What follows belongs to an exercise in optimizing a design on an open flow for small area, a short achievable clock period and few clock cycles; a production flow would make more cautious choices. The RTL was checked by simulation tests, not by an equivalence proof against the original design. No activity file was given, so power comes from the tool's default toggle rates.

==> flow/design.v <==
module bit_packed_decoder (
    input  wire        clk,
    input  wire        rst,           
    input  wire        wr_en,
    input  wire [4:0]  wr_idx,
    input  wire [63:0] wr_data,
    output wire        wr_ready,
    input  wire [4:0]  rd_idx,
    output reg  [63:0] rd_data,
    output wire        mem_req,
    output wire [31:0] mem_addr,
    input  wire        mem_ack,
    input  wire [31:0] mem_rdata,
    input  wire        mem_err
);
    localparam [4:0] R_CMD    = 5'd0;
    localparam [4:0] R_STATUS = 5'd1;
    localparam [4:0] R_ARG0   = 5'd2;
    localparam [4:0] R_ARG1   = 5'd3;
    localparam [4:0] R_BASE   = 5'd4;
    localparam [4:0] R_TOTAL  = 5'd5;
    localparam [4:0] R_RES0   = 5'd6;
    localparam [4:0] R_RES1   = 5'd7;
    localparam [4:0] R_PARAM  = 5'd8;
    localparam [4:0] R_BLOCKN = 5'd9;
    localparam [63:0] PARAM_VAL  = 64'h0000_0000_0120_2020;
    localparam [63:0] BLOCKN_VAL = 64'd1024;
    localparam [3:0] OP_UNPACK  = 4'h1;
    localparam [3:0] OP_LOCATE  = 4'h2;
    localparam [3:0] OP_CHUNKAT = 4'h3;
    localparam [3:0] OP_GET     = 4'h4;
    localparam [2:0] E_NONE    = 3'd0;
    localparam [2:0] E_INDEX   = 3'd1;
    localparam [2:0] E_ILLEGAL = 3'd3;
    localparam [2:0] E_ADDR    = 3'd4;
    localparam [2:0] E_BUS     = 3'd5;
    reg [63:0] cmd_q, arg0_q, arg1_q, base_q, total_q;
    reg [53:0] res0_q;       
    reg [10:0] res1_q;       
    reg        busy_q, done_q;
    reg [2:0]  err_q;
    reg [31:0] a_q;
    reg [4:0]  biw_q;
    reg        span_q;       
    reg        second_q;     
    reg [31:1] w0_q;         
    assign wr_ready = !(wr_idx == R_CMD && busy_q);
    wire accept = wr_en && wr_idx == R_CMD && !busy_q;
    always @(*) begin
        case (rd_idx)
            R_CMD:    rd_data = cmd_q;
            R_STATUS: rd_data = {56'd0, 1'b0, err_q, 2'b00, done_q, busy_q};
            R_ARG0:   rd_data = arg0_q;
            R_ARG1:   rd_data = arg1_q;
            R_BASE:   rd_data = base_q;
            R_TOTAL:  rd_data = total_q;
            R_RES0:   rd_data = {10'd0, res0_q};
            R_RES1:   rd_data = {53'd0, res1_q};
            R_PARAM:  rd_data = PARAM_VAL;
            R_BLOCKN: rd_data = BLOCKN_VAL;
            default:  rd_data = 64'd0;
        endcase
    end
    wire [3:0] op = wr_data[3:0];
    wire       u  = wr_data[7];
    wire [7:0] w  = wr_data[15:8];
    wire [5:0] w6 = wr_data[13:8];
    wire w_ok    = (w >= 8'd1) && (w <= 8'd32);
    wire illegal = (wr_data[6:4] != 3'd0) || (wr_data[63:16] != 48'd0) ||
                   !((op == OP_LOCATE) ||
                     ((op == OP_UNPACK || op == OP_CHUNKAT || op == OP_GET) && w_ok));
    wire ge_total = (arg0_q >= total_q);
    wire ge_n     = (arg0_q[63:10] != 54'd0);
    wire ck_idx   = ({arg0_q, 10'd0} >= {10'd0, total_q});
    reg idx_err;
    always @(*) begin
        case (op)
            OP_UNPACK:  idx_err = !u && ge_n;
            OP_LOCATE:  idx_err = !u && ge_total;
            OP_GET:     idx_err = !u && ge_total;
            OP_CHUNKAT: idx_err = !u && ck_idx;
            default:    idx_err = 1'b0;
        endcase
    end
    wire        a0_big = (arg0_q[63:37] != 27'd0);
    wire [42:0] prod   = arg0_q[36:0] * w6;
    wire [63:0] chunk  = (op == OP_UNPACK) ? arg1_q : base_q;
    wire [38:0] a0_sum = {7'd0, chunk[31:0]} + {1'b0, prod[42:5]};
    wire [4:0]  biw    = prod[4:0];
    wire        span   = ({1'b0, biw} + w6) > 6'd32;
    wire        rd_err = (chunk[63:32] != 32'd0) || a0_big || (a0_sum[38:32] != 7'd0) ||
                         (span && a0_sum[31:0] == 32'hFFFF_FFFF);
    wire [32:0] ck_addr = {1'b0, base_q[31:0]} + {1'b0, prod[26:0], 5'd0};
    wire [33:0] ck_last = {1'b0, ck_addr} + {23'd0, w6, 5'd0} - 34'd1;
    wire        ck_err  = (base_q[63:32] != 32'd0) || a0_big || (prod[42:27] != 16'd0) ||
                          (ck_last[33:32] != 2'd0);
    wire [5:0]  pw    = cmd_q[13:8];
    wire [31:0] w0    = second_q ? {w0_q, 1'b0} : mem_rdata;
    wire [63:0] pair  = {mem_rdata, w0} >> biw_q;
    wire [31:0] fmask = (pw == 6'd32) ? 32'hFFFF_FFFF : ((32'd1 << pw) - 32'd1);
    wire [31:0] value = pair[31:0] & fmask;
    assign mem_req  = busy_q;
    assign mem_addr = a_q;
    always @(posedge clk) begin
        if (rst) begin
            cmd_q    <= 64'd0;
            arg0_q   <= 64'd0;
            arg1_q   <= 64'd0;
            base_q   <= 64'd0;
            total_q  <= 64'd0;
            res0_q   <= 54'd0;
            res1_q   <= 11'd0;
            busy_q   <= 1'b0;
            done_q   <= 1'b0;
            err_q    <= E_NONE;
            second_q <= 1'b0;
        end else begin
            if (wr_en) begin
                case (wr_idx)
                    R_ARG0:  arg0_q  <= wr_data;
                    R_ARG1:  arg1_q  <= wr_data;
                    R_BASE:  base_q  <= wr_data;
                    R_TOTAL: total_q <= wr_data;
                    default: ;
                endcase
            end
            if (accept) begin
                cmd_q  <= wr_data;
                done_q <= 1'b1;
                err_q  <= E_NONE;
                if (illegal) begin
                    err_q <= E_ILLEGAL;
                end else if (idx_err) begin
                    err_q <= E_INDEX;
                end else if (op == OP_LOCATE) begin
                    res0_q <= arg0_q[63:10];
                    res1_q <= {1'b0, arg0_q[9:0]};
                end else if (op == OP_CHUNKAT) begin
                    if (ck_err) begin
                        err_q <= E_ADDR;
                    end else begin
                        res0_q <= {22'd0, ck_addr[31:0]};
                        res1_q <= {w6, 5'd0};
                    end
                end else if (rd_err) begin
                    err_q <= E_ADDR;
                end else begin
                    done_q   <= 1'b0;
                    busy_q   <= 1'b1;
                    second_q <= 1'b0;
                    a_q      <= a0_sum[31:0];
                    biw_q    <= biw;
                    span_q   <= span;
                end
            end else if (busy_q && mem_ack) begin
                if (mem_err) begin
                    err_q  <= E_BUS;
                    done_q <= 1'b1;
                    busy_q <= 1'b0;
                end else if (span_q && !second_q) begin
                    w0_q     <= mem_rdata[31:1];
                    a_q      <= a_q + 32'd1;
                    second_q <= 1'b1;
                end else begin
                    res0_q <= {22'd0, value};
                    res1_q <= {10'd0, second_q};
                    done_q <= 1'b1;
                    busy_q <= 1'b0;
                end
            end
        end
    end
endmodule
clock: 12.0 ns
lec_check: 0
cap_margin: 20
core_margin: 2
core_utilization: 40
slew_margin: 20
run.sh (not shown) runs the stock make flow with config.mk's settings and CLKGATE_MAP_FILE= SYNTH_SCRIPT=/design/flow/synth_recipe.tcl, a recipe that flattens the netlist after the stock synthesis.
Testbench counts at the start, summed over its fixed seeds: cycles 9,680.
==> next run, changes <==
--- a/flow/design.v
+++ b/flow/design.v
@@ -79,24 +79,29 @@
             OP_LOCATE:  idx_err = !u && ge_total;
             OP_GET:     idx_err = !u && ge_total;
             OP_CHUNKAT: idx_err = !u && ck_idx;
             default:    idx_err = 1'b0;
         endcase
     end
-    wire        a0_big = (arg0_q[63:37] != 27'd0);
-    wire [42:0] prod   = arg0_q[36:0] * w6;
-    wire [63:0] chunk  = (op == OP_UNPACK) ? arg1_q : base_q;
-    wire [38:0] a0_sum = {7'd0, chunk[31:0]} + {1'b0, prod[42:5]};
-    wire [4:0]  biw    = prod[4:0];
+    wire        ck     = (op == OP_CHUNKAT);
+    wire [63:0] x      = (op == OP_UNPACK) ? arg1_q : base_q;
+    wire        m_big  = ck ? (arg0_q[63:27] != 37'd0) : (arg0_q[63:37] != 27'd0);
+    wire [36:0] m      = ck ? {arg0_q[26:0], 10'd0} : arg0_q[36:0];
+    wire [42:0] pp0 = {6'd0, w6[0] ? m : 37'd0} | {1'b0, w6[5] ? m : 37'd0, 5'd0};
+    wire [42:0] pp1 = {5'd0, w6[1] ? m : 37'd0, 1'd0};
+    wire [42:0] pp2 = {4'd0, w6[2] ? m : 37'd0, 2'd0};
+    wire [42:0] pp3 = {3'd0, w6[3] ? m : 37'd0, 3'd0};
+    wire [42:0] pp4 = {2'd0, w6[4] ? m : 37'd0, 4'd0};
+    wire [43:0] t   = {7'd0, x[31:0], 5'd0} + pp0 + pp1 + pp2 + pp3 + pp4;
+    wire [31:0] addr   = t[36:5];
+    wire [4:0]  biw    = t[4:0];
     wire        span   = ({1'b0, biw} + w6) > 6'd32;
-    wire        rd_err = (chunk[63:32] != 32'd0) || a0_big || (a0_sum[38:32] != 7'd0) ||
-                         (span && a0_sum[31:0] == 32'hFFFF_FFFF);
-    wire [32:0] ck_addr = {1'b0, base_q[31:0]} + {1'b0, prod[26:0], 5'd0};
-    wire [33:0] ck_last = {1'b0, ck_addr} + {23'd0, w6, 5'd0} - 34'd1;
-    wire        ck_err  = (base_q[63:32] != 32'd0) || a0_big || (prod[42:27] != 16'd0) ||
-                          (ck_last[33:32] != 2'd0);
+    wire        a_ovf  = (x[63:32] != 32'd0) || m_big || (t[43:37] != 7'd0);
+    wire        rd_err = a_ovf || (span && addr == 32'hFFFF_FFFF);
+    wire [6:0]  ck_tail = {1'b0, addr[10:5]} + {1'b0, w6} + {6'd0, (base_q[4:0] != 5'd0)};
+    wire        ck_err  = a_ovf || (&addr[31:11] && ck_tail > 7'd64);
     wire [5:0]  pw    = cmd_q[13:8];
     wire [31:0] w0    = second_q ? {w0_q, 1'b0} : mem_rdata;
     wire [63:0] pair  = {mem_rdata, w0} >> biw_q;
     wire [31:0] fmask = (pw == 6'd32) ? 32'hFFFF_FFFF : ((32'd1 << pw) - 32'd1);
     wire [31:0] value = pair[31:0] & fmask;
     assign mem_req  = busy_q;
@@ -122,38 +127,38 @@
                     R_BASE:  base_q  <= wr_data;
                     R_TOTAL: total_q <= wr_data;
                     default: ;
                 endcase
             end
             if (accept) begin
-                cmd_q  <= wr_data;
-                done_q <= 1'b1;
-                err_q  <= E_NONE;
+                cmd_q    <= wr_data;
+                done_q   <= 1'b1;
+                err_q    <= E_NONE;
+                second_q <= 1'b0;
+                a_q      <= addr;
+                biw_q    <= biw;
+                span_q   <= span;
                 if (illegal) begin
                     err_q <= E_ILLEGAL;
                 end else if (idx_err) begin
                     err_q <= E_INDEX;
                 end else if (op == OP_LOCATE) begin
                     res0_q <= arg0_q[63:10];
                     res1_q <= {1'b0, arg0_q[9:0]};
                 end else if (op == OP_CHUNKAT) begin
                     if (ck_err) begin
                         err_q <= E_ADDR;
                     end else begin
-                        res0_q <= {22'd0, ck_addr[31:0]};
+                        res0_q <= {22'd0, addr};
                         res1_q <= {w6, 5'd0};
                     end
                 end else if (rd_err) begin
                     err_q <= E_ADDR;
                 end else begin
                     done_q   <= 1'b0;
                     busy_q   <= 1'b1;
-                    second_q <= 1'b0;
-                    a_q      <= a0_sum[31:0];
-                    biw_q    <= biw;
-                    span_q   <= span;
                 end
             end else if (busy_q && mem_ack) begin
                 if (mem_err) begin
                     err_q  <= E_BUS;
                     done_q <= 1'b1;
                     busy_q <= 1'b0;
=> Die area falls by 6.5%. Sequential power barely changes. Setup slack gains 0.70 ns. Global-route usage stays flat. First-iteration DRC count falls by 0.30%. Fmax rises by 6.6%. Wire length falls by 7.3%. Combinational power falls by 7.3%. Synthesized area falls by 6.5%.
Testbench counts after the change, summed over its fixed seeds: cycles 9,680.

## port drivers added, routing unchanged
How much do the figures lean on ideal ports? The routed layouts below were timed once more, with nothing changed but the port constraints.
Step 1 sets driving cells, clkbuf_16 on the clock port and buf_2 on the other inputs (assumed; they add their load-dependent delay and slew).
Step 2, shift: input delay + t, output delay - t, t = (earliest + latest rising clock arrival at the registers) / 2. This alone moves slack from input paths to output paths.
a / b / c = ideal ports / drivers / drivers and shift; a / b = the first two.
| run | t (ns) | slack for setup (ns) | hold WS [ns] | clock arrival spread, ns | worst register clock-pin slew, ns |
|---|---|---|---|---|---|
| the first run | 0.724 | 0.583 / 0.630 / -0.094 | 0.455 / 0.455 / 0.455 | 0.048 / 0.048 | 0.07 / 0.07 |
| the second run | 0.709 | 1.287 / 1.337 / 0.628 | 0.454 / 0.454 / 0.454 | 0.035 / 0.036 | 0.07 / 0.07 |
Met with ideal ports but missed after step 2: setup timing in the first run. The setup slack of the first run, which loses most, moves by +0.047 ns with the drivers and by -0.677 ns with both steps.
